Context: an optimization exercise on an open-source flow, tuned for small area. The choices shown serve that exercise and are no tape-out recipe.
In this exercise RTL edits were held to simulation tests only and were not proved equivalent to the original.
The clock port is modelled as an ideal driver; clocking choices that lean on that would not hold on a real chip.
Power figures rest on the tool's default switching activity, not on a simulated workload.

### flow/config.mk
export PLATFORM = sky130hd
export DESIGN_NAME = pwm16
export DESIGN_NICKNAME = pwm16
export VERILOG_FILES = /design/flow/design.v
export SDC_FILE = /design/flow/constraint.sdc
export NUM_CORES = 4
export LEC_CHECK = 0
export CAP_MARGIN = 20
export CORE_MARGIN = 2
export CORE_UTILIZATION = 65
export PLACE_DENSITY = 0.8
export SLEW_MARGIN = 20
### flow/constraint.sdc
create_clock -name core_clock -period 12.0 [get_ports {clk}]
set_input_delay 2.4000 -clock core_clock [delete_from_list [all_inputs] [get_ports {clk}]]
set_output_delay 2.4000 -clock core_clock [all_outputs]
set_load 0.01 [all_outputs]
### flow/design.v
module pwm16 (
    input  wire        clk,
    input  wire        rst,
    input  wire        bus_we,
    input  wire        bus_re,
    input  wire [7:0]  bus_addr,
    input  wire [31:0] bus_wdata,
    output wire [31:0] bus_rdata,
    output wire [5:0]  pin_out,
    output wire [5:0]  pin_oe
);
    reg [15:0] cnt;           
    reg [1:0]  mode;
    reg        init_done;
    reg [3:0]  st;            
    reg        kw, kx, ks;    
    reg [15:0] code;
    reg [15:0] enc_c;         
    reg        enc_v;         
    reg        qres;
    reg [15:0] ocrp0, ocrp1;  
    reg [7:0]  ocrh0, ocrh1;  
    reg [7:0]  ocrl0, ocrl1;  
    reg [5:0]  dir, lvl, com;
    reg [17:0] rdata;
    assign bus_rdata = {14'd0, rdata};
    function lemaj16(input [15:0] nx, input [15:0] y);
        integer i;
        reg r;
        begin
            r = nx[0] | y[0];
            for (i = 1; i < 16; i = i + 1)
                r = (nx[i] & y[i]) | (nx[i] & r) | (y[i] & r);
            lemaj16 = r;
        end
    endfunction
    function lemaj8(input [7:0] nx, input [7:0] y);
        integer i;
        reg r;
        begin
            r = nx[0] | y[0];
            for (i = 1; i < 8; i = i + 1)
                r = (nx[i] & y[i]) | (nx[i] & r) | (y[i] & r);
            lemaj8 = r;
        end
    endfunction
    function [16:0] inc16(input [15:0] x, input ci);
        integer i;
        reg c;
        begin
            c = ci;
            for (i = 0; i < 16; i = i + 1) begin
                inc16[i] = x[i] ^ c;
                c = c & x[i];
            end
            inc16[16] = c;
        end
    endfunction
    function [7:0] dec8(input [7:0] x, input bi);
        integer i;
        reg b;
        begin
            b = bi;
            for (i = 0; i < 8; i = i + 1) begin
                dec8[i] = x[i] ^ b;
                b = b & ~x[i];
            end
        end
    endfunction
    wire busy    = |st;
    wire rev     = mode[0];               
    wire in_init = |mode & ~init_done;    
    wire init_run = in_init & (st == 4'd3 || st == 4'd4 || st == 4'd5 || st == 4'd8);
    wire halt    = in_init & (st == 4'd6 || st == 4'd7);
    wire clr     = in_init & (st == 4'd6);
    wire pri_cfg = init_done | (in_init & (st >= 4'd3));
    wire aux1_cfg = mode[1] & (init_done | (in_init & (st >= 4'd4)));
    wire aux2_cfg = mode[1] & (init_done | (in_init & (st >= 4'd5)));
    wire [3:0] op   = bus_wdata[31:28];
    wire z27_19 = ~|bus_wdata[27:19];
    wire z27_18 = z27_19 & ~bus_wdata[18];
    wire z17_16 = ~|bus_wdata[17:16];
    wire z15_0  = ~|bus_wdata[15:0];
    wire o_init = (op == 4'd1) & z27_18 & z15_0 & ~z17_16 & ~|mode;
    wire o_wr   = (op == 4'd2) & z27_18 & init_done & (bus_wdata[17] | mode[1]);
    wire o_enc  = (op == 4'd3) & z27_18 & z17_16;
    wire o_ish  = (op == 4'd4) & z27_19 & z15_0 & ~&bus_wdata[17:16];
    wire start  = bus_we & (bus_addr == 8'h00) & ~busy & (o_init | o_wr | o_enc | o_ish);
    wire ish_q  = (bus_wdata[17:16] == 2'd0) ^ (mode == 2'b11) ^ bus_wdata[18];
    wire c_lo_ff = &code[7:0];
    wire c_on    = c_lo_ff & (&code[15:8]);
    wire c_off   = ~|code;
    wire c_hz    = ~|code[15:8];
    wire v_h0    = c_hz & ~c_lo_ff & ~c_off;
    wire v_l0    = c_lo_ff & ~c_on;
    wire v_nrm   = ~c_on & ~c_off & ~v_h0 & ~v_l0;
    wire wp = ~in_init & kw & kx;
    wire wa = ~in_init & kw & ~kx;
    wire s1 = (st == 4'd1), s2 = (st == 4'd2), s3 = (st == 4'd3), s4 = (st == 4'd4);
    wire s5 = (st == 4'd5), s6 = (st == 4'd6), s7 = (st == 4'd7), s8 = (st == 4'd8);
    wire s9 = (st == 4'd9), s10 = (st == 4'd10), s11 = (st == 4'd11);
    wire enc_step = ~in_init & ~kw & ~kx & s1;
    wire ish_step = ~in_init & ~kw & kx & s1;
    wire last = in_init ? s8 :
                ~kw     ? s1 :
                kx      ? (s3 | (s2 & (c_on | c_off))) :
                (c_on & s4) | (c_off & s9) | ((v_h0 | v_l0) & s11) | (v_nrm & s6);
    wire h_static = wa & (((c_on | c_off | v_h0) & s3) | (v_l0 & s5));
    wire h_static_com = wa & (c_on | c_off | v_h0) & s3;
    wire com_hide = wa & v_l0 & (s6 | s7 | s8);
    wire l_static = wa & (((c_on | c_off) & s4) | (v_h0 & s6) | (v_l0 & s3));
    wire st_v     = c_on;
    wire l_setlvl = wa & ((c_off & s8) | ((v_h0 | v_l0) & s7));
    wire h_com1   = wa & ((v_nrm & s3) | (v_l0 & s9));
    wire l_com1   = wa & ((v_nrm & s4) | (v_h0 & s10));
    wire h_ocr    = wa & ((v_nrm & s5) | (v_l0 & s11));
    wire l_ocr    = wa & ((v_nrm & s6) | (v_h0 & s11));
    wire h_dir    = wa & s1;
    wire l_dir    = wa & s2;
    wire p_dir    = wp & s1;
    wire p_static = wp & s2 & (c_on | c_off);
    wire p_com1   = wp & s2 & ~(c_on | c_off);
    wire p_ocr    = wp & s3;
    wire [5:0] hmask = rev ? {4'b0000, ks, ~ks} : {ks, ~ks, 4'b0000};
    wire [5:0] lmask = rev ? {ks, ~ks, 4'b0000} : {4'b0000, ks, ~ks};
    wire [5:0] pmask = {2'b00, ks, ~ks, 2'b00};
    wire [15:0] ncnt = ~cnt;
    wire cp0 = lemaj16(ncnt, ocrp0);
    wire cp1 = lemaj16(ncnt, ocrp1);
    wire ch0 = lemaj8(ncnt[15:8], ocrh0);
    wire ch1 = lemaj8(ncnt[15:8], ocrh1);
    wire cl0 = ~lemaj8(ncnt[7:0], ocrl0);
    wire cl1 = ~lemaj8(ncnt[7:0], ocrl1);
    wire [5:0] wave = {rev ? cl1 : ch1, rev ? cl0 : ch0, cp1, cp0,
                       rev ? ch1 : cl1, rev ? ch0 : cl0};
    wire [5:0] comv = com & ~({6{com_hide}} & hmask);
    wire [5:0] pout = dir & ((comv & wave) | (~comv & lvl));
    assign pin_out = pout;
    assign pin_oe  = dir;
    wire [8:0] a = {bus_re & ~rst, bus_addr};
    wire rd_hold = ~bus_re & ~rst;
    wire a04 = a == 9'h104, a08 = a == 9'h108, a0c = a == 9'h10C, a10 = a == 9'h110;
    wire a20 = a == 9'h120, a24 = a == 9'h124, a28 = a == 9'h128, a2c = a == 9'h12C, a34 = a == 9'h134;
    wire a40 = a == 9'h140, a44 = a == 9'h144, a48 = a == 9'h148, a4c = a == 9'h14C, a50 = a == 9'h150;
    wire a60 = a == 9'h160, a64 = a == 9'h164, a68 = a == 9'h168, a6c = a == 9'h16C, a74 = a == 9'h174;
    wire a80 = a == 9'h180, a84 = a == 9'h184;
    wire post = init_done & mode[1];
    wire pre  = in_init & mode[1];
    wire [1:0] a1pre = {cnt[1] & cnt[0], cnt[1] & ~cnt[0]};
    wire       a2pre = cnt[1] & cnt[0];
    wire sel_h0 = rev ? a24 : a64;
    wire sel_h1 = rev ? a28 : a68;
    wire sel_l0 = rev ? a64 : a24;
    wire sel_l1 = rev ? a68 : a28;
    wire sel_clo = a4c | (post & (rev ? (a34 | a6c) : (a2c | a74)));
    wire sel_chi = post & (rev ? a2c : a6c);
    wire sel_a1 = pre & (rev ? a34 : a2c);
    wire sel_a2 = pre & (rev ? a6c : a74);
    wire        enc_zero = ~|enc_c;
    wire [16:0] enc_inc  = inc16(enc_c, 1'b1);
    wire [17:0] rd =
        ({18{a04}} & {12'd0, (st == 4'd1 && !init_done) ? 2'b00 : mode, 2'b00, init_done, busy}) |
        ({18{a08}} & {enc_inc[16], enc_v & enc_zero, enc_inc[15:1], enc_inc[0] & ~enc_zero}) |
        ({18{a0c}} & {17'd0, qres}) |
        ({18{a10}} & {16'd0, halt, halt}) |
        ({18{a20}} & {6'd0, comv[1], comv[1] & ~rev, comv[0], comv[0] & ~rev, 2'b00,
                      aux1_cfg & rev, aux1_cfg & ~rev, 3'b000, aux1_cfg}) |
        ({18{a40}} & {6'd0, com[3], 1'b0, com[2], 1'b0, 3'b000, pri_cfg, 2'b00, pri_cfg, 1'b0}) |
        ({18{a60}} & {6'd0, comv[5], comv[5] & rev, comv[4], comv[4] & rev, 2'b00,
                      aux2_cfg & ~rev, aux2_cfg & rev, 3'b000, aux2_cfg}) |
        ({18{sel_h0}} & {10'd0, ocrh0}) |
        ({18{sel_h1}} & {10'd0, ocrh1}) |
        ({18{sel_l0}} & {10'd0, ocrl0}) |
        ({18{sel_l1}} & {10'd0, ocrl1}) |
        ({18{a44}} & {2'd0, ocrp0}) |
        ({18{a48}} & {2'd0, ocrp1}) |
        ({18{a4c}} & {2'd0, cnt[15:8], 8'd0}) |
        ({18{sel_clo}} & {10'd0, cnt[7:0]}) |
        ({18{sel_chi}} & {10'd0, cnt[15:8]}) |
        ({18{sel_a1}} & {16'd0, a1pre}) |
        ({18{sel_a2}} & {17'd0, a2pre}) |
        ({18{a50}} & {2'd0, {16{pri_cfg}}}) |
        ({18{a80}} & {4'd0, lvl, 2'b00, dir}) |
        ({18{a84}} & {4'd0, dir, 2'b00, pout}) |
        ({18{rd_hold}} & rdata);
    wire        nr     = ~rst;
    wire [15:0] code_z = code & {16{nr}};
    wire [7:0]  hm1_z  = dec8(code_z[15:8], nr & ~c_lo_ff);
    wire [16:0] run_c  = inc16(cnt, init_run | init_done);
    always @(posedge clk) begin
        cnt <= run_c[15:0] & {16{nr & ~clr}};
        rdata <= rd;
        if (rst | enc_step) begin
            enc_c <= code_z;
            enc_v <= nr;
        end
        if (rst | (p_ocr & ~ks)) ocrp0 <= code_z;
        if (rst | (p_ocr &  ks)) ocrp1 <= code_z;
        if (rst | (h_ocr & ~ks)) ocrh0 <= hm1_z;
        if (rst | (h_ocr &  ks)) ocrh1 <= hm1_z;
        if (rst | (l_ocr & ~ks)) ocrl0 <= code_z[7:0];
        if (rst | (l_ocr &  ks)) ocrl1 <= code_z[7:0];
    end
    always @(posedge clk) begin
        if (!busy) begin
            code <= bus_wdata[15:0];
            kw   <= op == 4'd2;
            kx   <= (op == 4'd2) ? bus_wdata[17] : (op == 4'd4);
            ks   <= (op == 4'd4) ? ish_q : bus_wdata[16];
        end
    end
    always @(posedge clk) begin
        if (rst) begin
            mode <= 2'b00; init_done <= 1'b0; st <= 4'd0;
            qres <= 1'b0;
            dir <= 6'd0; lvl <= 6'd0; com <= 6'd0;
        end else begin
            if (start) begin
                st <= 4'd1;
                if (op == 4'd1)
                    mode <= bus_wdata[17:16];
            end else if (busy) begin
                if (last)
                    st <= 4'd0;
                else if (in_init & s2 & ~mode[1])
                    st <= 4'd5;
                else
                    st <= st + 4'd1;
            end
            if (in_init & s8)
                init_done <= 1'b1;
            if (ish_step)
                qres <= ks;
            dir <= dir | ({6{h_dir}} & hmask) | ({6{l_dir}} & lmask) | ({6{p_dir}} & pmask);
            lvl <= (lvl & ~({6{h_static}} & hmask) & ~({6{l_static | l_setlvl}} & lmask)
                        & ~({6{p_static}} & pmask))
                 | ({6{h_static & st_v}} & hmask)
                 | ({6{(l_static & st_v) | l_setlvl}} & lmask)
                 | ({6{p_static & st_v}} & pmask);
            com <= (com & ~({6{h_static_com | h_com1}} & hmask) & ~({6{l_static | l_com1}} & lmask)
                        & ~({6{p_static | p_com1}} & pmask))
                 | ({6{h_com1}} & hmask)
                 | ({6{l_com1}} & lmask)
                 | ({6{p_com1}} & pmask);
        end
    end
endmodule
### flow/flow/run.sh
#!/bin/bash
# Own layout flow: the standard ORFS flow (standard.sh) with these changes:
#  - synthesis is the standard flow's own script, except that ABC maps the logic with the
#    area-oriented script flow/abc_area.script (registers are mapped before ABC
#    and are the same as in the standard synthesis);
#  - every input and output port is buffered with sky130_fd_sc_hd__buf_1;
#  - clock tree synthesis takes its arguments from flow/cts_args (no dummy loads);
#  - no buffers are inserted for outputs driven by a constant (SYNTH_INSBUF=0);
#  - adders are left to ABC (ADDER_MAP_FILE empty) instead of half-adder cells.
# Each tool's output stays in orfs/logs/...; make's own output is in flow_make.log.
set -euo pipefail
W=$(pwd)
# ORFS synth.tcl with ABC's script replaced
awk -v scr="$W/flow/abc_area.script" '
  { print }
  /source \$::env\(SCRIPTS_DIR\)\/synth_preamble.tcl/ {
    print "set abc_args [list -script " scr " {*}$lib_args {*}$lib_dont_use_args -constr $::env(OBJECTS_DIR)/abc.constr]"
  }' "$FLOW_HOME/scripts/synth.tcl" > "$W/own_synth_body.tcl"
grep -q "abc_area.script" "$W/own_synth_body.tcl"
# The standard flow's synthesis script, sourcing the copy above
sed "s#\$::env(SCRIPTS_DIR)/synth.tcl#$W/own_synth_body.tcl#" synth_recipe.tcl > "$W/own_synth.tcl"
grep -q "own_synth_body.tcl" "$W/own_synth.tcl"
CTS_ARGS=$(tr '\n' ' ' < "$W/flow/cts_args")
bash standard.sh SYNTH_SCRIPT="$W/own_synth.tcl" \
  "BUFFER_PORTS_ARGS=-buffer_cell sky130_fd_sc_hd__buf_1" "CTS_ARGS=$CTS_ARGS" SYNTH_INSBUF=0 ADDER_MAP_FILE= finish > "$W/flow_make.log" 2>&1
test -s out/final.def
### flow/flow/abc_area.script
strash
&get -n
&st
&deepsyn -T 60
&st
&dch -f
&nf -a
&st
&dch -f
&nf -a
&put
topo
dnsize -c
### flow/flow/cts_args
-sink_clustering_enable -repair_clock_nets -dont_use_dummy_load -sink_clustering_size 30 -buf_list sky130_fd_sc_hd__clkbuf_8
### flow/standard.sh
#!/bin/bash
# synth_recipe.tcl (not shown) runs the flow's synth.tcl, then flattens the netlist and writes it again
# the make line also repeats each setting of config.mk as NAME=value (left out here)
make -C /OpenROAD-flow-scripts/flow DESIGN_CONFIG=/design/flow/config.mk WORK_HOME=/design/flow/orfs CLKGATE_MAP_FILE= SYNTH_SCRIPT=/design/flow/synth_recipe.tcl "${@:-finish}"
==> results.cfg, run 1 <==
[run_status]
status = timing/DRC/antenna clean

[synth]
synthArstFlopShare = 0
ys_seq_area_frac = 0.530
synth-warning-count = 1
synth_top_area_frac = 0.379
ys_types = 63
netlist_area_um2 = 7930
synth-seq-cells = 160
ys_top_cells_by_count = edfxtp_1 (100), nor2_1 (84), dfxtp_1 (60)
synth_edf_count = 100
synthTopCellsByArea = edfxtp_1 (38%), dfxtp_1 (15%), nor2_1 (4.0%), o21ai_0 (3.5%), a222oi_1 (3.3%)
synth.avg_cell_area_um2 = 10.1
synth.most_common_cell = edfxtp_1
synth.largest_area_cell = edfxtp_1
ys.flop_type = edfxtp_1
netlist_instances = 785

[flow_run]
maxCapViolCount = 0

[floorplan]
placementRows = 40
dieArea_um2 = 13100
num_io_pins = 88
die_h_um = 114
core_um2 = 12000
initial_utilization = 0.663
die_x_um = 114

[timing]
period_share = 0.514
relSlewSlack = 0.217
fin_crit_ns = 6.17
fin_setup_tns_ns = 0
fin_hold_ws_ns = 0.469
rsz0062_at_grt = no
setup_viol = 0
worstMarginPinSlew_ns = 1.17
hold_viol = 0
fmax_mhz = 162
fin_ws_ns = 5.83
slew_violations = 0
finClkSkew_ns = 0.0268

[clock_network]
htree_levels = 4
root_buffer = clkbuf_8
cts.sinks = 160
numCtsBuffers = 17
post_cts_buffers = 0
clockBufferDepth = 2
cts_hold_buf = 0
cts_tree = yes
cts.repair.resized = 0
path_clk_slew_ns = 0.08
insertion_delay_ns = 0.46

[finish]
area_growth_syn_to_layout_pct = 10.3
diodes = 0
nets = 942
fillers = 878
design_area_um2 = 8740
drive_gt1_frac = 0.0313

[placement]
place_area_um2 = 8510
dp_hpwl_mm = 21.1
gp_congestion = 1.15
place_ws_ns = 6.30
io_buffers = 73

[worst_setup_path]
cp.arrival_ns = 3.77
slowest_delay_ns = 0.50
critPathSlowestCell = dfxtp_1
required_ns = 9.60
crit_family = adder cells
cp_max_fo = 7
worst-path-buf-inv = 2
cp-end-kind = output port
worstSetupStartpointType = register
path_cells = clkinv_1 -> a211oi_1 -> o2bb2ai_1 -> maj3_1 -> maj3_1 -> maj3_1 -> o21ai_0 -> a21o_1 -> a21oi_1 -> a21o_1 -> and2_0 -> buf_1
path_class = register to output port
crit_top_cell = maj3_1

[route]
drt_first_pass_iters = 7
finalWirelength_mm = 27.9
drcViolationCount = 0
routedWlPerCell_um = 26.8
vias = 7886
avgViaCountPerCell = 7.56
first_iter_violations = 1752
antenna_left = 0

[power]
power_uw = 986
leakagePower_nw = 3.03
vdd_drop_max_uv = 128
power_density_nw_per_um2 = 113

[global_route]
overflow = 0
grt.total_usage = 0.432
antenna_found_initial = 0
grt_max_degree = 38
grt_pass1_wl_mm = 41.4
first_global_vias = 7127

[worst_hold_path]
hp-class = register to register
cells in the final DEF, fill, tap and decap left out, types with 14 or more instances in the layout:
| cell type | count |
|---|---|
| nor2_1 | 82 |
| nand4_1 | 15 |
| nor2b_1 | 26 |
| o22ai_1 | 19 |
| conb_1 | 14 |
| dfxtp_1 | 60 |
| and3_1 | 23 |
| nor4_1 | 14 |
| a222oi_1 | 26 |
| nand2_1 | 59 |
| nor3_1 | 29 |
| nand3_1 | 18 |
| edfxtp_1 | 100 |
| a21oi_1 | 48 |
| clkinv_1 | 28 |
| buf_1 | 73 |
| a22oi_1 | 18 |
| clkbuf_8 | 17 |
| o21ai_0 | 54 |
state kept, by name, indices dropped and copies added (netlist names), 2 cells and up:
| register | cells |
|---|---|
| cnt | 16 |
| st | 4 |
| ocrh0 | 8 |
| ocrp1 | 16 |
| code | 16 |
| ocrl1 | 8 |
| ocrp0 | 16 |
| com | 6 |
| enc_c | 16 |
| ocrh1 | 8 |
| mode | 2 |
| rdata | 18 |
| dir | 6 |
| lvl | 6 |
| ocrl0 | 8 |
where the power goes:
part	total, mW	internal [mW]	switching, mW
clock	0.292	0.125	0.168
sequential	0.637	0.610	0.0270
combinational	0.0566	0.0160	0.0406
total	0.986	0.751	0.235
path summary, 6_finish.rpt:
path / startpoint / end / slack (ns) / cells after the start
hold / removal: rdata[17] / rdata[17] / 0.47 / 1
hold reg to reg: rdata[17] / rdata[17] / 0.47 / 1
setup reg to reg: code[6] / ocrl1[3] / 8.46 / 8
setup / recovery: cnt[9] / pin_out[5] / 5.83 / 12
through the flow:
stage / instances / utilization
floorplan: 798 / -
global placement: 1026 / 0.711
detailed placement: 1026 / 0.711
CTS: 1043 / 0.731
global route: 1043 / 0.731
finish: 1043 / 0.731
area by class of cell:
class	instances	area, um2	area share
Timing Repair Buffer	81	334	0.0382
Sequential cell	160	4200	0.481
Multi-Input combinational cell	610	3680	0.421
Clock buffer	17	234	0.0268
Inverter	28	105	0.0120
Tap cell	147	184	0.0210
routing by layer:
layer,track usage,up-vias,wire length [um]
met2,0.641,764,12000
met4,0.251,0,1890
met3,0.122,188,4380
met1,0.570,3608,9660
met5,0.00784,-,0
li1,-,3326,-
cell families after synthesis:
| logic type | share of synthesized area |
|---|---|
| XOR/XNOR | 0.0133 |
| adder cells (fa/ha/maj) | 0.0114 |
| AND/OR/NAND/NOR | 0.191 |
| other | 0.000473 |
| AO/OA/AOI/OAI | 0.237 |
| flip-flops | 0.530 |
| multiplexers | 0.00379 |
| buffers and inverters | 0.0133 |
==> run 2: changes to the inputs <==
--- a/flow/flow/run.sh
+++ b/flow/flow/run.sh
@@ -6,7 +6,9 @@
 #  - every input and output port is buffered with sky130_fd_sc_hd__buf_1;
 #  - clock tree synthesis takes its arguments from flow/cts_args (no dummy loads);
 #  - no buffers are inserted for outputs driven by a constant (SYNTH_INSBUF=0);
-#  - adders are left to ABC (ADDER_MAP_FILE empty) instead of half-adder cells.
+#  - adders are left to ABC (ADDER_MAP_FILE empty) instead of half-adder cells;
+#  - after clock tree synthesis, flow/clk_downsize.tcl swaps clock buffers for
+#    smaller ones while every flip-flop clock pin stays under 115 ps of slew.
 # Each tool's output stays in orfs/logs/...; make's own output is in flow_make.log.
 set -euo pipefail
 W=$(pwd)
@@ -22,5 +24,6 @@
 grep -q "own_synth_body.tcl" "$W/own_synth.tcl"
 CTS_ARGS=$(tr '\n' ' ' < "$W/flow/cts_args")
 bash standard.sh SYNTH_SCRIPT="$W/own_synth.tcl" \
-  "BUFFER_PORTS_ARGS=-buffer_cell sky130_fd_sc_hd__buf_1" "CTS_ARGS=$CTS_ARGS" SYNTH_INSBUF=0 ADDER_MAP_FILE= finish > "$W/flow_make.log" 2>&1
+  "BUFFER_PORTS_ARGS=-buffer_cell sky130_fd_sc_hd__buf_1" "CTS_ARGS=$CTS_ARGS" SYNTH_INSBUF=0 ADDER_MAP_FILE= \
+  POST_CTS_TCL="$W/flow/clk_downsize.tcl" finish > "$W/flow_make.log" 2>&1
 test -s out/final.def
==> flow/flow/clk_downsize.tcl (new file) <==
proc clk_pin_max_slew {} {
  set mx 0
  foreach pin [get_pins -hierarchical */CLK] {
    foreach rf {rise fall} {
      set s [get_property $pin slew_max_$rf]
      if {$s > $mx} {set mx $s}
    }
  }
  return $mx
}
set clk_slew_target 0.115
set_propagated_clock [all_clocks]
estimate_parasitics -placement
set base [clk_pin_max_slew]
puts "clock downsize: start max clock-pin slew $base"
set insts {}
foreach inst [[ord::get_db_block] getInsts] {
  if {[string match "clkbuf_*" [$inst getName]]} { lappend insts [$inst getName] }
}
foreach name $insts {
  set inst [get_cells $name]
  set orig [get_property $inst ref_name]
  foreach cand {sky130_fd_sc_hd__clkbuf_1 sky130_fd_sc_hd__clkbuf_2 sky130_fd_sc_hd__clkbuf_4} {
    if {$cand == $orig} break
    replace_cell $inst $cand
    estimate_parasitics -placement
    set s [clk_pin_max_slew]
    if {$s <= [expr max($clk_slew_target, $base)]} {
      puts "clock downsize: $name $orig -> $cand (max slew $s)"
      set orig ""
      break
    }
    replace_cell $inst $orig
  }
  if {$orig != ""} { replace_cell $inst $orig }
}
estimate_parasitics -placement
puts "clock downsize: end max clock-pin slew [clk_pin_max_slew]"
==> flow/config.mk (replaced) <==
export PLATFORM = sky130hd
export DESIGN_NAME = pwm16
export DESIGN_NICKNAME = pwm16
export VERILOG_FILES = /design/flow/design.v
export SDC_FILE = /design/flow/constraint.sdc
export NUM_CORES = 4
export LEC_CHECK = 0
export CAP_MARGIN = 0
export CORE_MARGIN = 2
export CORE_UTILIZATION = 40
export GPL_TIMING_DRIVEN = 0
export PLACE_DENSITY = 0.6
export SLEW_MARGIN = 0
==> run 2 against run 1 <==
Compared with the run above:
- global-route usage is 17 points lower
- highest routed layer unchanged
- sequential power down 0.6%
- first-iteration DRC count fell by 52%
- combinational power grew 5.7%
- die area is 61% higher
- worst setup slack worse by 0.15 ns
- wire length increased by 0.44%
- still clean
- synthesized cell count is 2.4% higher
==> results.cfg, run 2 <==
[timing]
relSlewSlack = 0.0978
fin_crit_ns = 6.32
slew_violations = 0
fin_setup_tns_ns = 0
setup_viol = 0
rsz0062_at_grt = no
finClkSkew_ns = 0.0461
fin_ws_ns = 5.68
worstMarginPinSlew_ns = 1.34
hold_viol = 0
fmax_mhz = 158
period_share = 0.527

[placement]
place_ws_ns = 6.23
io_buffers = 73
dp_hpwl_mm = 21.9
gp_congestion = 0.957

[clock_network]
insertion_delay_ns = 0.77
path_clk_slew_ns = 0.12
cts.sinks = 160
cts_tree = yes

[synth]
synthArstFlopShare = 0
synth.avg_cell_area_um2 = 9.91
netlist_area_um2 = 7970
ys.flop_type = edfxtp_1
synth_edf_count = 100
synth-seq-cells = 160
synthTopCellsByArea = edfxtp_1 (38%), dfxtp_1 (15%), nor2_1 (4.3%), a21oi_1 (3.6%), nand2_1 (3.6%)
synth.most_common_cell = edfxtp_1
netlist_instances = 804
synth.largest_area_cell = edfxtp_1
synth_top_area_frac = 0.377
ys_top_cells_by_count = edfxtp_1 (100), nor2_1 (91), nand2_1 (76)
synth-warning-count = 1
ys_seq_area_frac = 0.528
ys_types = 61

[power]
power_density_nw_per_um2 = 107
vdd_drop_max_uv = 58.6
leakagePower_nw = 2.93

[worst_setup_path]
required_ns = 9.60
reg2reg_depth = 12
cp-endpoint = pin_out[3]
cp-startpoint = cnt[1]
cp.depth = 12
critPathSlowestCell = dfxtp_1
cp_max_fo = 8
path_cells = clkinv_1 -> maj3_1 -> maj3_1 -> o21ai_0 -> a21o_1 -> a21oi_1 -> a221oi_1 -> o21ai_0 -> a222oi_1 -> o21ai_0 -> o211a_1 -> buf_1
cp-end-kind = output port
crit_top_cell = o21ai_0
crit_family = compound AO/OA/AOI/OAI gates
path_class = register to output port
r2r_start = code[6]
reg2reg_slack_ns = 7.81
worst-path-buf-inv = 2
cp.arrival_ns = 3.92
reg2reg_to = lvl[0]
slowest_delay_ns = 0.50
worstSetupStartpointType = register

[floorplan]
dieArea_um2 = 21100
initial_utilization = 0.408
placementRows = 51
num_io_pins = 88
die_h_um = 145
die_x_um = 145
core_um2 = 19500

[finish]
area_growth_syn_to_layout_pct = 12.3
layout_commonest_cell = edfxtp_1
largest_reg_flops = 18
final_cell_mix = edfxtp_1 (100), nor2_1 (88), nand2_1 (76)
drive_gt1_frac = 0.0382
top_register = rdata
nets = 962

[route]
first_iter_violations = 842
drt_first_pass_iters = 6
vias = 7439
wl_met1_mm = 11.8
finalWirelength_mm = 28.1
routed.top_layer = met4
avgViaCountPerCell = 6.29
wl_met3_mm = 2.88
wl_met2_mm = 12.5
drcViolationCount = 0
antenna_left = 0
routedWlPerCell_um = 23.7

[global_route]
grt_pass1_wl_mm = 42.2
grt_max_degree = 45
grt.total_usage = 0.266
antenna_found_initial = 1
first_global_vias = 6934
overflow = 0

[flow_run]
maxCapViolCount = 0

[worst_hold_path]
hp-class = register to register

[run_status]
status = timing/DRC/antenna clean
[run 2: cell types whose count changed after synthesis, sizes merged, moves of 7 or more]
| cell | change |
|---|---|
| o22ai | +8 |
| nand2 | +17 |
| nor2b | -10 |
| o21a | +8 |
| nor2 | +7 |
| a21oi | +10 |
| clkinv | +9 |
| and3 | -13 |
| a22o | +7 |
| o21ai | -16 |
[run 2: final cells by class]
class	count	area, um2
Fill cell	1963	10600
Sequential cell	160	4200
Multi-Input combinational cell	620	3700
Timing Repair Buffer	82	380
Tap cell	265	332
Clock buffer	17	181
Inverter	37	139
Antenna cell	1	2.50
[run 2: logic make-up after synthesis]
kind of cell / share of synthesized area
AOI/OAI and AO/OA: 0.237
buffers and inverters: 0.0174
and+or+nand+nor: 0.190
other: 0.000471
xor gates and xnor gates: 0.0154
muxes: 0.00503
DFF: 0.528
adders and majority gates: 0.00628
[run 2: metrics by stage]
step                utilization  total power [mW]  std cells  hold WS (ns)  area [um2]
detailed placement        0.449             0.704       1164         0.458        8760
finish                    0.458             0.955       1182         0.473        8940
global placement          0.441             0.700       1155         0.456        8620
floorplan                     -             0.665        817         0.443        8010
global route              0.458             0.989       1182         0.510        8940
[run 2: where the power goes]
group,switching [mW],leakage [nW],internal [mW]
logic,0.0418,1.34,0.0180
registers,0.0233,1.49,0.610
clock network,0.168,0.101,0.0945
total,0.233,2.93,0.722
[run 2: how the worst min path moves through the flow]
stage | slack (ns) | cells after the start | start | endpoint
3_3_place_gp | 0.46 | 1 | rdata[16] | rdata[16]
2_1_floorplan | 0.44 | 2 | com[0] | com[0]
6_report | 0.47 | 1 | rdata[17] | rdata[17]
3_5_place_dp | 0.46 | 1 | rdata[17] | rdata[17]
5_1_grt | 0.51 | 1 | rdata[17] | rdata[17]
[run 2: metal layers]
metal | track usage | vias up
li1 | - | 3374
met1 | 0.364 | 3549
met2 | 0.410 | 439
met3 | 0.0632 | 77
met4 | 0.101 | 0
met5 | 0 | -
==> run 3: changes to the inputs <==
==> flow/flow/abc_area.script (replaced) <==
strash
&get -n
&st
&deepsyn -J 50
&st
&dch -f
&nf -a -p
&st
&dch -f
&nf -a -p
&put
topo
dnsize -c
==> flow/config.mk (replaced) <==
export PLATFORM = sky130hd
export DESIGN_NAME = pwm16
export DESIGN_NICKNAME = pwm16
export VERILOG_FILES = /design/flow/design.v
export SDC_FILE = /design/flow/constraint.sdc
export NUM_CORES = 4
export LEC_CHECK = 0
export CAP_MARGIN = 20
export CORE_MARGIN = 2
export CORE_UTILIZATION = 40
export PLACE_DENSITY = 0.6
export SLEW_MARGIN = 20
==> run 3 against run 2 <==
Compared with the run above:
- synthesized cell count is 0.75% lower
- critical path depth rose by 1
- critical endpoint is now pin_out[5]
- non-clock buffer count increased by 6
==> results.cfg, run 3 <==
[route]
drcViolationCount = 0
first_iter_violations = 1188
finalWirelength_mm = 27.9
wl_met2_mm = 12.4
vias = 7339
avgViaCountPerCell = 6.21
routed.top_layer = met4
wl_met1_mm = 11.9
wl_met3_mm = 2.49
routedWlPerCell_um = 23.6
antenna_left = 0
drt_first_pass_iters = 6

[floorplan]
core_um2 = 19500
die_h_um = 145
die_x_um = 145
num_io_pins = 88
dieArea_um2 = 20900
initial_utilization = 0.407
placementRows = 51

[timing]
finClkSkew_ns = 0.0199
fin_setup_tns_ns = 0
rsz0062_at_grt = no
hold_viol = 0
setup_viol = 0
period_share = 0.588
fin_crit_ns = 7.06
worstMarginPinSlew_ns = 1.41
relSlewSlack = 0.0609
fmax_mhz = 142
slew_violations = 0
fin_ws_ns = 4.94

[synth]
synthTopCellsByArea = edfxtp_1 (38%), dfxtp_1 (15%), nor2_1 (4.0%), o21ai_0 (3.6%), nand2_1 (3.4%)
ys_types = 55
synth_edf_count = 100
synth-warning-count = 1
ys_top_cells_by_count = edfxtp_1 (100), nor2_1 (85), nand2_1 (72)
synth.avg_cell_area_um2 = 9.92
synth-seq-cells = 160
netlist_instances = 798
synth.most_common_cell = edfxtp_1
synth.largest_area_cell = edfxtp_1
ys_seq_area_frac = 0.531
netlist_area_um2 = 7910
ys.flop_type = edfxtp_1
synthArstFlopShare = 0
synth_top_area_frac = 0.379

[finish]
final_cell_mix = edfxtp_1 (100), nor2_1 (85), buf_1 (73)
layout_commonest_cell = edfxtp_1
fillers = 1944
multi_input_area_um2 = 3660
ff_latch_area_um2 = 4200
largest_reg_flops = 18
nets = 962
area_growth_syn_to_layout_pct = 12.7
top_register = rdata
drive_gt1_frac = 0.0360

[global_route]
overflow = 0
grt.total_usage = 0.274
first_global_vias = 6723
grt_max_degree = 38
grt_pass1_wl_mm = 41.4
antenna_found_initial = 1

[worst_setup_path]
critPathSlowestCell = dfxtp_1
required_ns = 9.60
reg2reg_slack_ns = 7.87
worstSetupStartpointType = register
path_cells = clkinv_1 -> o22ai_1 -> o21ai_0 -> maj3_1 -> maj3_1 -> maj3_1 -> maj3_1 -> o21ai_0 -> a2bb2oi_1 -> a211oi_1 -> a21oi_1 -> nor2b_1 -> buf_1
slowest_delay_ns = 0.41
path_class = register to output port
cp_max_fo = 6
cp.depth = 13
cp-startpoint = cnt[0]
cp-end-kind = output port
crit_family = adder cells
r2r_start = st[1]
crit_top_cell = maj3_1
reg2reg_depth = 14
cp.arrival_ns = 4.66
worst-path-buf-inv = 2
reg2reg_to = cnt[15]
cp-endpoint = pin_out[5]

[placement]
io_buffers = 73
place_ws_ns = 6.37
gp_congestion = 0.985
dp_hpwl_mm = 21.4

[clock_network]
cts_tree = yes
path_clk_slew_ns = 0.11
cts.sinks = 160
insertion_delay_ns = 1.39

[flow_run]
maxCapViolCount = 0

[power]
leakagePower_nw = 2.92
vdd_drop_max_uv = 53.0
power_density_nw_per_um2 = 109

[worst_hold_path]
holdPathStages = 2
hp-class = register to register

[run_status]
status = timing/DRC/antenna clean
run 3: power breakdown:
| part | switching [mW] | total (mW) | internal [mW] |
|---|---|---|---|
| combinational | 0.0375 | 0.0523 | 0.0148 |
| clock | 0.172 | 0.293 | 0.120 |
| sequential | 0.0211 | 0.629 | 0.608 |
| total | 0.231 | 0.974 | 0.743 |
run 3: how the worst min path moves through the flow:
stage | start | endpoint | slack, ns
5_1_grt | qres | qres | 0.51
3_3_place_gp | rdata[17] | rdata[17] | 0.44
6_report | rdata[17] | rdata[17] | 0.47
2_1_floorplan | com[4] | com[4] | 0.44
3_5_place_dp | rdata[17] | rdata[17] | 0.45
run 3: layout make-up:
cell class                      instances  area share
Antenna cell                            1    0.000281
Clock buffer                           17      0.0251
Inverter                               30      0.0126
Multi-Input combinational cell        621       0.410
Sequential cell                       160       0.471
Tap cell                              265      0.0372
Timing Repair Buffer                   88      0.0433
run 3: stage by stage:
step                area, um2  total power [mW]  std cells  hold slack (ns)   util
floorplan                7960             0.657        811            0.442      -
global placement         8680             0.692       1162            0.443  0.446
detailed placement       8690             0.693       1163            0.450  0.446
global route             8920              1.01       1182            0.512  0.458
finish                   8920             0.974       1182            0.473  0.458
run 3: kinds of logic after synthesis:
kind of cell / count (synthesis) / synth area share
buffers and inverters: 30 / 0.0142
adder cells (fa/ha/maj): 14 / 0.0177
AO/OA/AOI/OAI: 246 / 0.209
AND/OR/NAND/NOR: 334 / 0.212
other: 1 / 0.000474
multiplexers: 4 / 0.00538
XOR/XNOR: 9 / 0.00996
flip-flops: 160 / 0.531
run 3: worst reg2reg max path, delay by kind of cell, from the launching register on:
family,cells,cell delay (ns)
compound gates,2,0.73
xor+xnor,1,0.14
buf+inv,2,0.43
flops,1,0.56
simple gates,9,2.18
run 3: metal layers:
metal	vias up	track usage
met5	-	0
met4	0	0.126
met3	61	0.0543
met2	422	0.416
met1	3485	0.380
li1	3371	-
==> run 4: changes to the inputs <==
--- a/flow/flow/run.sh
+++ b/flow/flow/run.sh
@@ -8,7 +8,8 @@
 #  - no buffers are inserted for outputs driven by a constant (SYNTH_INSBUF=0);
 #  - adders are left to ABC (ADDER_MAP_FILE empty) instead of half-adder cells;
 #  - after clock tree synthesis, flow/clk_downsize.tcl swaps clock buffers for
-#    smaller ones while every flip-flop clock pin stays under 115 ps of slew.
+#    smaller ones while every flip-flop clock pin stays under 115 ps of slew;
+#  - the constant-0 outputs share one tie cell (SKIP_REPAIR_TIE_FANOUT=1).
 # Each tool's output stays in orfs/logs/...; make's own output is in flow_make.log.
 set -euo pipefail
 W=$(pwd)
@@ -25,5 +26,5 @@
 CTS_ARGS=$(tr '\n' ' ' < "$W/flow/cts_args")
 bash standard.sh SYNTH_SCRIPT="$W/own_synth.tcl" \
   "BUFFER_PORTS_ARGS=-buffer_cell sky130_fd_sc_hd__buf_1" "CTS_ARGS=$CTS_ARGS" SYNTH_INSBUF=0 ADDER_MAP_FILE= \
-  POST_CTS_TCL="$W/flow/clk_downsize.tcl" finish > "$W/flow_make.log" 2>&1
+  POST_CTS_TCL="$W/flow/clk_downsize.tcl" SKIP_REPAIR_TIE_FANOUT=1 finish > "$W/flow_make.log" 2>&1
 test -s out/final.def
--- a/flow/flow/clk_downsize.tcl
+++ b/flow/flow/clk_downsize.tcl
@@ -13,10 +13,14 @@
 estimate_parasitics -placement
 set base [clk_pin_max_slew]
 puts "clock downsize: start max clock-pin slew $base"
+# leaf buffers first, the root buffer (clkbuf_0_*) last
 set insts {}
+set roots {}
 foreach inst [[ord::get_db_block] getInsts] {
-  if {[string match "clkbuf_*" [$inst getName]]} { lappend insts [$inst getName] }
+  set n [$inst getName]
+  if {[string match "clkbuf_0_*" $n]} { lappend roots $n } elseif {[string match "clkbuf_*" $n]} { lappend insts $n }
 }
+set insts [concat [lsort $insts] $roots]
 foreach name $insts {
   set inst [get_cells $name]
   set orig [get_property $inst ref_name]
--- a/flow/config.mk
+++ b/flow/config.mk
@@ -7,6 +7,6 @@
 export LEC_CHECK = 0
 export CAP_MARGIN = 20
 export CORE_MARGIN = 2
-export CORE_UTILIZATION = 40
-export PLACE_DENSITY = 0.6
+export CORE_UTILIZATION = 65
+export PLACE_DENSITY = 0.8
 export SLEW_MARGIN = 20
==> run 4 against run 3 <==
Compared with the run above:
- still clean
- first-iteration DRC count rose by 39%
- synthesized area did not move
- cell count down 12%
- worst hold slack improved by 0.0081 ns
- via count increased by 6.3%
- synthesized cell count stayed put
- sequential cell count is the same
- maximum frequency up 10%
- global-route usage grew 16 points
- largest power group unchanged
==> results.cfg, run 4 <==
[run_status]
status = timing/DRC/antenna clean

[worst_setup_path]
worst-path-buf-inv = 2
critPathSlowestCell = dfxtp_1
cp.arrival_ns = 4.02
crit_top_cell = maj3_1
worstSetupStartpointType = register
path_class = register to output port
crit_family = adder cells
path_cells = clkinv_1 -> o22ai_1 -> o21ai_0 -> maj3_1 -> maj3_1 -> maj3_1 -> maj3_1 -> o21ai_0 -> a2bb2oi_1 -> a211oi_1 -> a21oi_1 -> nor2b_1 -> buf_1
cp_max_fo = 8
cp-end-kind = output port
slowest_delay_ns = 0.42
reg2reg_slack_ns = 7.77
required_ns = 9.60

[global_route]
antenna_found_initial = 0
overflow = 0
grt_pass1_wl_mm = 41.7
first_global_vias = 7450
grt_max_degree = 38
grt.total_usage = 0.429

[floorplan]
die_h_um = 114
dieArea_um2 = 13100
placementRows = 40
die_x_um = 114
core_um2 = 12000
initial_utilization = 0.662
num_io_pins = 88

[finish]
final_cell_mix = edfxtp_1 (100), nor2_1 (84), buf_1 (73)
drive_gt1_frac = 0.0356
fillers = 910
layout_commonest_cell = edfxtp_1
top_register = rdata
largest_reg_flops = 18
diodes = 0
nets = 945
area_growth_syn_to_layout_pct = 8.84

[synth]
ys.flop_type = edfxtp_1
synth-seq-cells = 160
synthTopCellsByArea = edfxtp_1 (38%), dfxtp_1 (15%), nor2_1 (4.0%), o21ai_0 (3.6%), nand2_1 (3.4%)
netlist_area_um2 = 7910
ys_top_cells_by_count = edfxtp_1 (100), nor2_1 (85), nand2_1 (72)
synth.largest_area_cell = edfxtp_1
synth_top_area_frac = 0.379
synth_edf_count = 100
netlist_instances = 798
ys_seq_area_frac = 0.531
synthArstFlopShare = 0
synth.most_common_cell = edfxtp_1
synth-warning-count = 1
synth.avg_cell_area_um2 = 9.92
ys_types = 55

[route]
first_iter_violations = 1655
drt_first_pass_iters = 12
vias = 7805
antenna_left = 0
avgViaCountPerCell = 7.46
finalWirelength_mm = 27.4
drcViolationCount = 0
routedWlPerCell_um = 26.2

[clock_network]
cts_tree = yes
cts.sinks = 160
insertion_delay_ns = 0.57
path_clk_slew_ns = 0.09

[worst_hold_path]
hp-class = register to register

[placement]
place_ws_ns = 6.34
io_buffers = 73
dp_hpwl_mm = 20.6
gp_congestion = 1.01

[timing]
fin_setup_tns_ns = 0
fmax_mhz = 156
fin_ws_ns = 5.58
setup_viol = 0
fin_crit_ns = 6.42
relSlewSlack = 0.347
period_share = 0.535
hold_viol = 0
finClkSkew_ns = 0.0426
rsz0062_at_grt = no
worstMarginPinSlew_ns = 0.978
slew_violations = 0

[power]
vdd_drop_max_uv = 90.1
leakagePower_nw = 2.82
power_density_nw_per_um2 = 106

[flow_run]
maxCapViolCount = 0
## run 4: cell counts after synthesis
No cell type changed its count.
## run 4: kinds of logic after synthesis
kind of cell             after synthesis  share of synthesized area
flip-flops                           160                      0.531
multiplexers                           4                    0.00538
AO/OA/AOI/OAI                        246                      0.209
buffers and inverters                 30                     0.0142
XOR/XNOR                               9                    0.00996
adder cells (fa/ha/maj)               14                     0.0177
other                                  1                   0.000474
AND/OR/NAND/NOR                      334                      0.212
## run 4: through the flow
step,std cells,cell area [um2],power [mW],utilization,hold slack (ns)
finish,1046,8610,0.915,0.720,0.481
floorplan,798,7910,0.657,-,0.442
global route,1046,8610,0.938,0.720,0.503
global placement,1029,8470,0.688,0.708,0.443
detailed placement,1029,8470,0.691,0.708,0.468
## run 4: layout make-up
class | instances | area, um2 | share of cell area
well taps | 147 | 184 | 0.0214
inverters | 30 | 113 | 0.0131
repair buffers | 84 | 357 | 0.0414
flip-flops and latches | 160 | 4200 | 0.488
clock buffers | 17 | 140 | 0.0163
multi-input cells | 608 | 3620 | 0.420
## run 4: final timing paths
| kind | start | to | cells after the start |
|---|---|---|---|
| max reg2reg | st[3] | cnt[15] | 13 |
| max | cnt[1] | pin_out[5] | 13 |
| min | rdata[16] | rdata[16] | 2 |
| min reg2reg | rdata[16] | rdata[16] | 2 |
## run 4: worst register-to-register path, stage by stage, from the launching register on
cell       delay (ns)
dfxtp_1          0.52
nor4b_1          0.52
o32ai_1          0.33
a2111oi_0        0.72
buf_4            0.25
and4_1           0.24
and2_0           0.25
and3_1           0.24
and2_0           0.25
and3_1           0.23
and2_0           0.23
nand2_1          0.09
xnor2_1          0.15
nor2_1           0.05
## run 4: power breakdown
group / internal [mW] / switching, mW
combinational: 0.0146 / 0.0376
sequential: 0.608 / 0.0226
clock: 0.0716 / 0.161
## run 4: layer usage
| layer | routed length [um] | global-route usage |
|---|---|---|
| met1 | 9710 | 0.541 |
| met2 | 12000 | 0.653 |
| met3 | 3790 | 0.140 |
| met4 | 1850 | 0.246 |
| met5 | 0 | 0 |
==> run 5: changes to the inputs <==
--- a/flow/config.mk
+++ b/flow/config.mk
@@ -7,6 +7,6 @@
 export LEC_CHECK = 0
 export CAP_MARGIN = 20
 export CORE_MARGIN = 2
-export CORE_UTILIZATION = 65
-export PLACE_DENSITY = 0.8
+export CORE_UTILIZATION = 40
+export PLACE_DENSITY = 0.6
 export SLEW_MARGIN = 20
==> run 5 against run 4 <==
Compared with the run above:
- first-iteration DRC count decreased by 24%
- critical endpoint unchanged
- combinational power increased by 0.8%
- cell count increased by 11%
- global-route usage fell by 15 points
- non-clock buffer count grew 1
- power rose by 3.7%
- synthesized cell count unchanged
- largest power group unchanged
- critical path depth stayed put
- worst hold slack got worse by 0.012 ns
- sequential cell count is the same
- die area is 60% higher
==> results.cfg, run 5 <==
[run_status]
status = timing/DRC/antenna clean

[placement]
gp_congestion = 1.03
io_buffers = 73
dp_hpwl_mm = 21.3
place_area_um2 = 8630

[route]
drcViolationCount = 0
drt_first_pass_iters = 8
avgViaCountPerCell = 6.34
routedWlPerCell_um = 24.3
antenna_left = 0
vias = 7396
first_iter_violations = 1255
finalWirelength_mm = 28.3

[synth]
synth_edf_count = 100
netlist_instances = 798
synth.largest_area_cell = edfxtp_1
ys_types = 55
ys_seq_area_frac = 0.531
ys_top_cells_by_count = edfxtp_1 (100), nor2_1 (85), nand2_1 (72)
synth-warning-count = 1
netlist_area_um2 = 7910
synth.avg_cell_area_um2 = 9.92
synthArstFlopShare = 0
synth-seq-cells = 160
synth.most_common_cell = edfxtp_1
synthTopCellsByArea = edfxtp_1 (38%), dfxtp_1 (15%), nor2_1 (4.0%), o21ai_0 (3.6%), nand2_1 (3.4%)
synth_top_area_frac = 0.379
ys.flop_type = edfxtp_1

[floorplan]
dieArea_um2 = 20900
die_h_um = 145
placementRows = 51
num_io_pins = 88
die_x_um = 145
initial_utilization = 0.407
core_um2 = 19500

[finish]
area_growth_syn_to_layout_pct = 11.4
design_area_um2 = 8810
final_cell_mix = edfxtp_1 (100), nor2_1 (84), nand2_1 (72), buf_1 (72), dfxtp_1 (60)
drive_gt1_frac = 0.0378
finalCoreUtilization = 0.453
nets = 946
ff_latch_area_um2 = 4200
largest_reg_flops = 18
multi_input_area_um2 = 3620
layout_commonest_cell = edfxtp_1
top_register = rdata
fillers = 1933

[timing]
fin_setup_tns_ns = 0
rsz0062_at_grt = no
relSlewSlack = 0.295
worstMarginPinSlew_ns = 1.05
finClkSkew_ns = 0.0380
hold_viol = 0
fmax_mhz = 155
fin_hold_ws_ns = 0.469
slew_violations = 0
setup_viol = 0
period_share = 0.538
fin_crit_ns = 6.46

[worst_setup_path]
critPathSlowestCell = dfxtp_1
reg2reg_to = cnt[15]
path_class = register to output port
cp.arrival_ns = 4.06
crit_top_cell = maj3_1
cp_max_fo = 8
reg2reg_depth = 14
slowest_delay_ns = 0.41
worstSetupStartpointType = register
r2r_start = st[1]
required_ns = 9.60
reg2reg_slack_ns = 7.89
cp-end-kind = output port
path_cells = clkinv_1 -> o22ai_1 -> o21ai_0 -> maj3_1 -> maj3_1 -> maj3_1 -> maj3_1 -> o21ai_0 -> a2bb2oi_1 -> a211oi_1 -> a21oi_1 -> nor2b_1 -> buf_1

[worst_hold_path]
hp-class = register to register
hold_start = rdata[17]
holdPathStages = 2
holdPathEnd = rdata[17]

[global_route]
antenna_found_initial = 1
grt_max_degree = 38
overflow = 0
grt.total_usage = 0.276
grt_pass1_wl_mm = 41.7
first_global_vias = 6746

[clock_network]
cts.sinks = 160
cts_tree = yes
path_clk_slew_ns = 0.11
insertion_delay_ns = 0.77

[power]
vdd_drop_max_uv = 46.7
leakagePower_nw = 2.85
power_uw = 949
power_density_nw_per_um2 = 108

[flow_run]
maxCapViolCount = 0
run 5: changes by cell type in the layout (fill, tap and decap cells not counted), sizes merged:
cell    delta
clkbuf     +1
diode      +1
run 5: through the flow:
step | setup slack, ns | instances
global route | 5.10 | 1166
floorplan | 6.81 | 798
global placement | 6.39 | 1148
finish | 5.54 | 1166
detailed placement | 6.38 | 1148
run 5: cells by family after synthesis:
family / count (synthesis) / synth area share
flops: 160 / 0.531
compound gates: 246 / 0.209
xor+xnor: 9 / 0.00996
simple gates: 334 / 0.212
other cells: 1 / 0.000474
fa+ha+maj: 14 / 0.0177
buf+inv: 30 / 0.0142
mux: 4 / 0.00538
run 5: where the power goes:
part | leakage, nW | switching, mW | internal [mW]
clock network | 0.101 | 0.172 | 0.0946
registers | 1.51 | 0.0224 | 0.608
logic | 1.24 | 0.0380 | 0.0147
run 5: worst max-delay path by stage:
stage | startpoint | end
floorplan | cnt[1] | pin_out[5]
global placement | rst | rdata[0]
detailed placement | cnt[1] | pin_out[5]
global route | cnt[1] | pin_out[5]
finish | cnt[1] | pin_out[5]
run 5: final cells by class:
cell class,count,area share
tap,265,0.0376
timing repair buffer,85,0.0415
clock buffer,17,0.0206
multi-input combinational,608,0.410
inverter,30,0.0128
sequential,160,0.477
antenna,1,0.000284
run 5: layer usage:
metal | track usage | wire length [um] | up-vias | share of wire
met5 | 0 | 0 | - | 0
met4 | 0.102 | 961 | 0 | 0.034
met3 | 0.0675 | 3070 | 53 | 0.11
met2 | 0.411 | 12300 | 520 | 0.43
met1 | 0.390 | 12000 | 3476 | 0.42
li1 | - | - | 3347 | -
run 5: worst max-delay path: cells and delay by family, from the launching register on:
family	cells	cell delay, ns
fa+ha+maj	4	1.48
compound gates	6	0.88
flops	1	0.41
simple gates	1	0.13
buf+inv	2	0.39
==> run 6: changes to the inputs <==
--- a/flow/design.v
+++ b/flow/design.v
@@ -9,7 +9,7 @@
     output wire [5:0]  pin_out,
     output wire [5:0]  pin_oe
 );
-    reg [15:0] cnt;           
+    reg [15:0] ncnt;          
     reg [1:0]  mode;
     reg        init_done;
     reg [3:0]  st;            
@@ -54,6 +54,17 @@
                 c = c & x[i];
             end
             inc16[16] = c;
+        end
+    endfunction
+    function [15:0] dec16(input [15:0] x, input bi);
+        integer i;
+        reg b;
+        begin
+            b = bi;
+            for (i = 0; i < 16; i = i + 1) begin
+                dec16[i] = x[i] ^ b;
+                b = b & ~x[i];
+            end
         end
     endfunction
     function [7:0] dec8(input [7:0] x, input bi);
@@ -124,7 +135,6 @@
     wire [5:0] hmask = rev ? {4'b0000, ks, ~ks} : {ks, ~ks, 4'b0000};
     wire [5:0] lmask = rev ? {ks, ~ks, 4'b0000} : {4'b0000, ks, ~ks};
     wire [5:0] pmask = {2'b00, ks, ~ks, 2'b00};
-    wire [15:0] ncnt = ~cnt;
     wire cp0 = lemaj16(ncnt, ocrp0);
     wire cp1 = lemaj16(ncnt, ocrp1);
     wire ch0 = lemaj8(ncnt[15:8], ocrh0);
@@ -146,6 +156,7 @@
     wire a80 = a == 9'h180, a84 = a == 9'h184;
     wire post = init_done & mode[1];
     wire pre  = in_init & mode[1];
+    wire [15:0] cnt = ~ncnt;
     wire [1:0] a1pre = {cnt[1] & cnt[0], cnt[1] & ~cnt[0]};
     wire       a2pre = cnt[1] & cnt[0];
     wire sel_h0 = rev ? a24 : a64;
@@ -186,9 +197,9 @@
     wire        nr     = ~rst;
     wire [15:0] code_z = code & {16{nr}};
     wire [7:0]  hm1_z  = dec8(code_z[15:8], nr & ~c_lo_ff);
-    wire [16:0] run_c  = inc16(cnt, init_run | init_done);
+    wire [15:0] dec_c  = dec16(ncnt, init_run | init_done);
     always @(posedge clk) begin
-        cnt <= run_c[15:0] & {16{nr & ~clr}};
+        ncnt <= dec_c | {16{rst | clr}};
         rdata <= rd;
         if (rst | enc_step) begin
             enc_c <= code_z;
==> run 6 against run 5 <==
Compared with the run above:
- critical path depth down 2
- register-to-register slack worse by 0.42 ns
- cell count down 0.60%
- clock skew up 0.0059 ns
- worst hold slack better by 0.0057 ns
- final area down 1.3%
- combinational power up 7.4%
- critical path type unchanged
- power down 0.48%
==> results.cfg, run 6 <==
[worst_setup_path]
required_ns = 9.60
slowest_delay_ns = 0.56
cp.arrival_ns = 3.99
crit_family = simple AND/OR/NAND/NOR gates
path_class = register to output port
cp_max_fo = 19
path_cells = nor2_1 -> or2_0 -> nand2_1 -> nor2_1 -> nand2_1 -> a21oi_1 -> nand2b_1 -> o21ai_0 -> mux2_1 -> and2_0 -> buf_1
worstSetupStartpointType = register
critPathSlowestCell = dfxtp_1
cp-end-kind = output port
worst-path-buf-inv = 1

[route]
wl_met2_mm = 12.8
first_iter_violations = 1181
finalWirelength_mm = 28.7
routed.top_layer = met4
wl_met3_mm = 2.75
wl_met1_mm = 11.9
avgViaCountPerCell = 6.44
antenna_left = 0
drt_first_pass_iters = 8
routedWlPerCell_um = 24.8
drcViolationCount = 0
vias = 7464

[finish]
final_cell_mix = edfxtp_1 (100), o21ai_0 (82), nand2_1 (80)
largest_reg_flops = 18
nets = 940
drive_gt1_frac = 0.0324
ff_latch_area_um2 = 4200
top_register = rdata
area_growth_syn_to_layout_pct = 10.9
multi_input_area_um2 = 3630
fillers = 1860
layout_commonest_cell = edfxtp_1
diodes = 0

[timing]
fin_ws_ns = 5.61
fmax_mhz = 156
worstMarginPinSlew_ns = 1.13
hold_viol = 0
fin_setup_tns_ns = 0
rsz0062_at_grt = no
period_share = 0.533
slew_violations = 0
fin_crit_ns = 6.39
relSlewSlack = 0.244
finClkSkew_ns = 0.0440
setup_viol = 0

[global_route]
antenna_found_initial = 0
grt_pass1_wl_mm = 42.9
first_global_vias = 6863
grt.total_usage = 0.284
grt_max_degree = 41
overflow = 0

[synth]
ys_types = 54
netlist_instances = 795
synth.avg_cell_area_um2 = 9.86
ys.flop_type = edfxtp_1
synth_edf_count = 100
synthTopCellsByArea = edfxtp_1 (38%), dfxtp_1 (15%), o21ai_0 (5.2%), nand2_1 (3.8%), nor2_1 (3.7%)
netlist_area_um2 = 7840
ys_top_cells_by_count = edfxtp_1 (100), o21ai_0 (82), nand2_1 (80)
synth-seq-cells = 160
synth_top_area_frac = 0.383
synth-warning-count = 1
synth.most_common_cell = edfxtp_1
synthArstFlopShare = 0
ys_seq_area_frac = 0.536
synth.largest_area_cell = edfxtp_1

[placement]
io_buffers = 73
gp_congestion = 1.06
place_ws_ns = 6.24
dp_hpwl_mm = 21.9

[clock_network]
cts.sinks = 160
insertion_delay_ns = 0.47
cts_tree = yes
path_clk_slew_ns = 0.10

[power]
power_density_nw_per_um2 = 109
vdd_drop_max_uv = 74.9
leakagePower_nw = 2.78

[floorplan]
die_h_um = 144
core_um2 = 19300
dieArea_um2 = 20700
num_io_pins = 88
placementRows = 51
initial_utilization = 0.406
die_x_um = 144

[flow_run]
maxCapViolCount = 0

[worst_hold_path]
hp-class = register to register

[run_status]
status = timing/DRC/antenna clean
-- run 6: final cells by class --
cell class	count	area share
Timing Repair Buffer	82	0.0394
Inverter	7	0.00302
Sequential cell	160	0.483
Clock buffer	17	0.0190
Multi-Input combinational cell	628	0.417
Tap cell	265	0.0381
-- run 6: power by group --
group	leakage [nW]	switching, mW	internal (mW)	total, mW
logic	1.20	0.0406	0.0158	0.0565
registers	1.49	0.0246	0.609	0.634
clock network	0.0937	0.167	0.0870	0.254
-- run 6: routing by layer --
layer / up-vias / track usage
li1: 3358 / -
met1: 3515 / 0.397
met2: 498 / 0.440
met3: 93 / 0.0447
met4: 0 / 0.121
met5: - / 0
-- run 6: worst register-to-register path, cell delays in order, from the launching register on --
cell and delay (ns):
dfxtp_1 0.82, nor2_1 0.25, a31oi_1 0.22, nor2_1 0.14, or4_1 0.56, or4_1 0.53
or3_1 0.41, or3_1 0.37, or2_0 0.29, or3_1 0.40, nor3_1 0.23, xnor2_1 0.15
nand2_1 0.06
-- run 6: logic make-up (layout without fill, tap and decap cells) --
logic type	after synthesis	after routing	share of synthesized area
multiplexers	3	3	0.00399
AND/OR/NAND/NOR	338	338	0.213
other	1	1	0.000478
AO/OA/AOI/OAI	279	279	0.235
flip-flops	160	160	0.536
buffers and inverters	7	106	0.00335
XOR/XNOR	7	7	0.00782
-- run 6: final timing paths --
check             slack (ns)         end      start  cells past startpoint
setup / recovery        5.61  pin_out[4]    mode[0]                     11
hold / removal          0.47   rdata[17]  rdata[17]                      2
setup reg to reg        7.47    ncnt[15]    mode[0]                     12
hold reg to reg         0.47   rdata[17]  rdata[17]                      2
-- run 6: per-stage QoR --
step           power [mW]  hold slack (ns)  instances  utilization  cell area [um2]
2_1_floorplan       0.663            0.438        795            -             7840
3_3_place_gp        0.700            0.453       1142        0.441             8530
3_5_place_dp        0.700            0.452       1142        0.441             8530
5_1_grt             0.975            0.519       1159        0.450             8700
6_report            0.945            0.475       1159        0.450             8700
==> run 7: changes to the inputs <==
--- a/flow/config.mk
+++ b/flow/config.mk
@@ -7,6 +7,6 @@
 export LEC_CHECK = 0
 export CAP_MARGIN = 20
 export CORE_MARGIN = 2
-export CORE_UTILIZATION = 40
-export PLACE_DENSITY = 0.6
+export CORE_UTILIZATION = 52
+export PLACE_DENSITY = 0.7
 export SLEW_MARGIN = 20
==> run 7 against run 6 <==
Compared with the run above:
- still clean on timing, DRC and antenna
- register-to-register slack lost 0.12 ns
- global-route usage grew 7.0 points
- worst setup slack gained 0.029 ns
- clock skew grew 0.0032 ns
- via count grew 3.2%
- final area shrank 1.3%
- die area shrank 22%
==> results.cfg, run 7 <==
[synth]
synth.avg_cell_area_um2 = 9.86
ys.flop_type = edfxtp_1
synth-warning-count = 1
synth.largest_area_cell = edfxtp_1
netlist_area_um2 = 7840
synthTopCellsByArea = edfxtp_1 (38%), dfxtp_1 (15%), o21ai_0 (5.2%), nand2_1 (3.8%), nor2_1 (3.7%)
netlist_instances = 795
ys_top_cells_by_count = edfxtp_1 (100), o21ai_0 (82), nand2_1 (80)
synth_top_area_frac = 0.383
synth-seq-cells = 160
synth_edf_count = 100
synth.most_common_cell = edfxtp_1
synthArstFlopShare = 0
ys_seq_area_frac = 0.536
ys_types = 54

[route]
routedWlPerCell_um = 26.2
antenna_left = 0
vias = 7706
drt_first_pass_iters = 6
first_iter_violations = 1342
drcViolationCount = 0
finalWirelength_mm = 28.2
avgViaCountPerCell = 7.16

[floorplan]
placementRows = 44
num_io_pins = 88
dieArea_um2 = 16100
die_h_um = 127
initial_utilization = 0.536
core_um2 = 14600
die_x_um = 127

[clock_network]
cts.sinks = 160
cts_tree = yes
insertion_delay_ns = 0.59
path_clk_slew_ns = 0.10

[timing]
rsz0062_at_grt = no
relSlewSlack = 0.134
slew_violations = 0
setup_viol = 0
fin_crit_ns = 6.36
fmax_mhz = 157
fin_setup_tns_ns = 0
finClkSkew_ns = 0.0471
worstMarginPinSlew_ns = 1.29
fin_hold_ws_ns = 0.497
hold_viol = 0
period_share = 0.530
fin_ws_ns = 5.64

[global_route]
grt_max_degree = 41
grt.total_usage = 0.354
first_global_vias = 7207
grt_pass1_wl_mm = 42.8
overflow = 0
antenna_found_initial = 0

[placement]
gp_congestion = 0.998
dp_hpwl_mm = 21.5
place_ws_ns = 6.42
io_buffers = 73

[finish]
fillers = 1323
largest_reg_flops = 18
area_growth_syn_to_layout_pct = 9.40
top_register = rdata
multi_input_area_um2 = 3630
layout_commonest_cell = edfxtp_1
final_cell_mix = edfxtp_1 (100), o21ai_0 (82), nand2_1 (80)
finalCoreUtilization = 0.586
diodes = 0
drive_gt1_frac = 0.0314
nets = 939
ff_latch_area_um2 = 4200

[worst_setup_path]
cp_max_fo = 19
worstSetupStartpointType = register
cp.arrival_ns = 3.96
r2r_start = st[3]
cp-end-kind = output port
reg2reg_slack_ns = 7.35
reg2reg_depth = 12
required_ns = 9.60
path_class = register to output port
reg2reg_to = ncnt[15]

[run_status]
status = timing/DRC/antenna clean

[power]
power_density_nw_per_um2 = 110
vdd_drop_max_uv = 64.2
leakagePower_nw = 2.77

[flow_run]
maxCapViolCount = 0

[worst_hold_path]
hp-class = register to register
hold_start = rdata[17]
holdPathStages = 2
holdPathEnd = rdata[17]
[run 7: cell counts after synthesis]
No cell type changed its count.
[run 7: per-stage QoR]
step,cell area (um2),power [mW],std cells
2_1_floorplan,7840,0.663,795
3_3_place_gp,8420,0.698,1060
3_5_place_dp,8420,0.700,1060
5_1_grt,8580,0.967,1077
6_report,8580,0.940,1077
[run 7: logic make-up after synthesis]
logic type	after synthesis	synth area share
AOI/OAI and AO/OA	279	0.235
xor gates and xnor gates	7	0.00782
buffers and inverters	7	0.00335
DFF	160	0.536
muxes	3	0.00399
other	1	0.000478
and+or+nand+nor	338	0.213
[run 7: worst max path at each step]
stage	slack (ns)	cells after the start	end	start
2_1_floorplan	7.13	10	pin_out[4]	mode[0]
3_3_place_gp	6.53	9	rdata[2]	rst
3_5_place_dp	6.42	11	pin_out[4]	mode[0]
5_1_grt	5.36	11	pin_out[4]	mode[0]
6_report	5.64	11	pin_out[4]	mode[0]
[run 7: power by group]
part,internal (mW),leakage (nW),switching [mW]
logic,0.0160,1.19,0.0429
registers,0.609,1.49,0.0226
clock network,0.0806,0.0907,0.168
total,0.706,2.77,0.234
[run 7: area by class of cell]
type / instances / area share
Sequential cell: 160 / 0.490
Multi-Input combinational cell: 628 / 0.423
Timing Repair Buffer: 81 / 0.0389
Tap cell: 184 / 0.0268
Clock buffer: 17 / 0.0182
Inverter: 7 / 0.00306
[run 7: per-layer routing]
| layer | part of all wire | track usage |
|---|---|---|
| met1 | 0.39 | 0.480 |
| met5 | 0 | 0 |
| met3 | 0.11 | 0.0784 |
| met4 | 0.052 | 0.158 |
| met2 | 0.45 | 0.548 |
[run 7: critical path, stage by stage, from the launching register on]
cell and delay, ns:
dfxtp_1 0.54, nor2_1 0.38, or2_0 0.26, nand2_1 0.10, nor2_1 0.38, nand2_1 0.19
a21oi_1 0.27, nand2b_1 0.11, o21ai_0 0.41, mux2_1 0.40, and2_0 0.21, buf_1 0.14

-- re-timing with driven ports --
The results above use ideal ports. As a check the final layouts listed here were re-extracted and re-timed, cells and wires unchanged. Step 1 assumes that a clkbuf_16 drives the clock port and a buf_2 every other input. Step 2 adds t to the input delays and takes it off the output delays; t is the mean of the earliest and latest rising clock arrival at the registers after step 1. Input paths then give back, and output paths get back, about the clock's delay inside the block. Three values: ideal, step 1, step 2; two values: the first two.
| run | shift t [ns] | slack for setup (ns) | hold slack, ns | latest minus earliest clock arrival (ns) | pins driven straight from the clock port |
|---|---|---|---|---|---|
| run 1 | 0.487 | 5.833 / 5.795 / 6.082 | 0.469 / 0.469 / 0.469 | 0.027 / 0.026 | 1 |
| run 2 | 0.784 | 5.679 / 5.641 / 6.112 | 0.473 / 0.473 / 0.473 | 0.047 / 0.047 | 1 |
| run 3 | 1.427 | 4.942 / 4.894 / 6.321 | 0.473 / 0.473 / 0.473 | 0.019 / 0.020 | 1 |
| run 4 | 0.584 | 5.584 / 5.547 / 6.131 | 0.481 / 0.481 / 0.481 | 0.043 / 0.043 | 1 |
| run 5 | 0.791 | 5.539 / 5.501 / 6.292 | 0.469 / 0.469 / 0.469 | 0.039 / 0.038 | 1 |
| run 6 | 0.485 | 5.607 / 5.566 / 6.051 | 0.475 / 0.475 / 0.475 | 0.044 / 0.044 | 1 |
| run 7 | 0.603 | 5.637 / 5.598 / 6.201 | 0.497 / 0.497 / 0.497 | 0.049 / 0.049 | 1 |
After both steps every run listed still meets setup and hold.
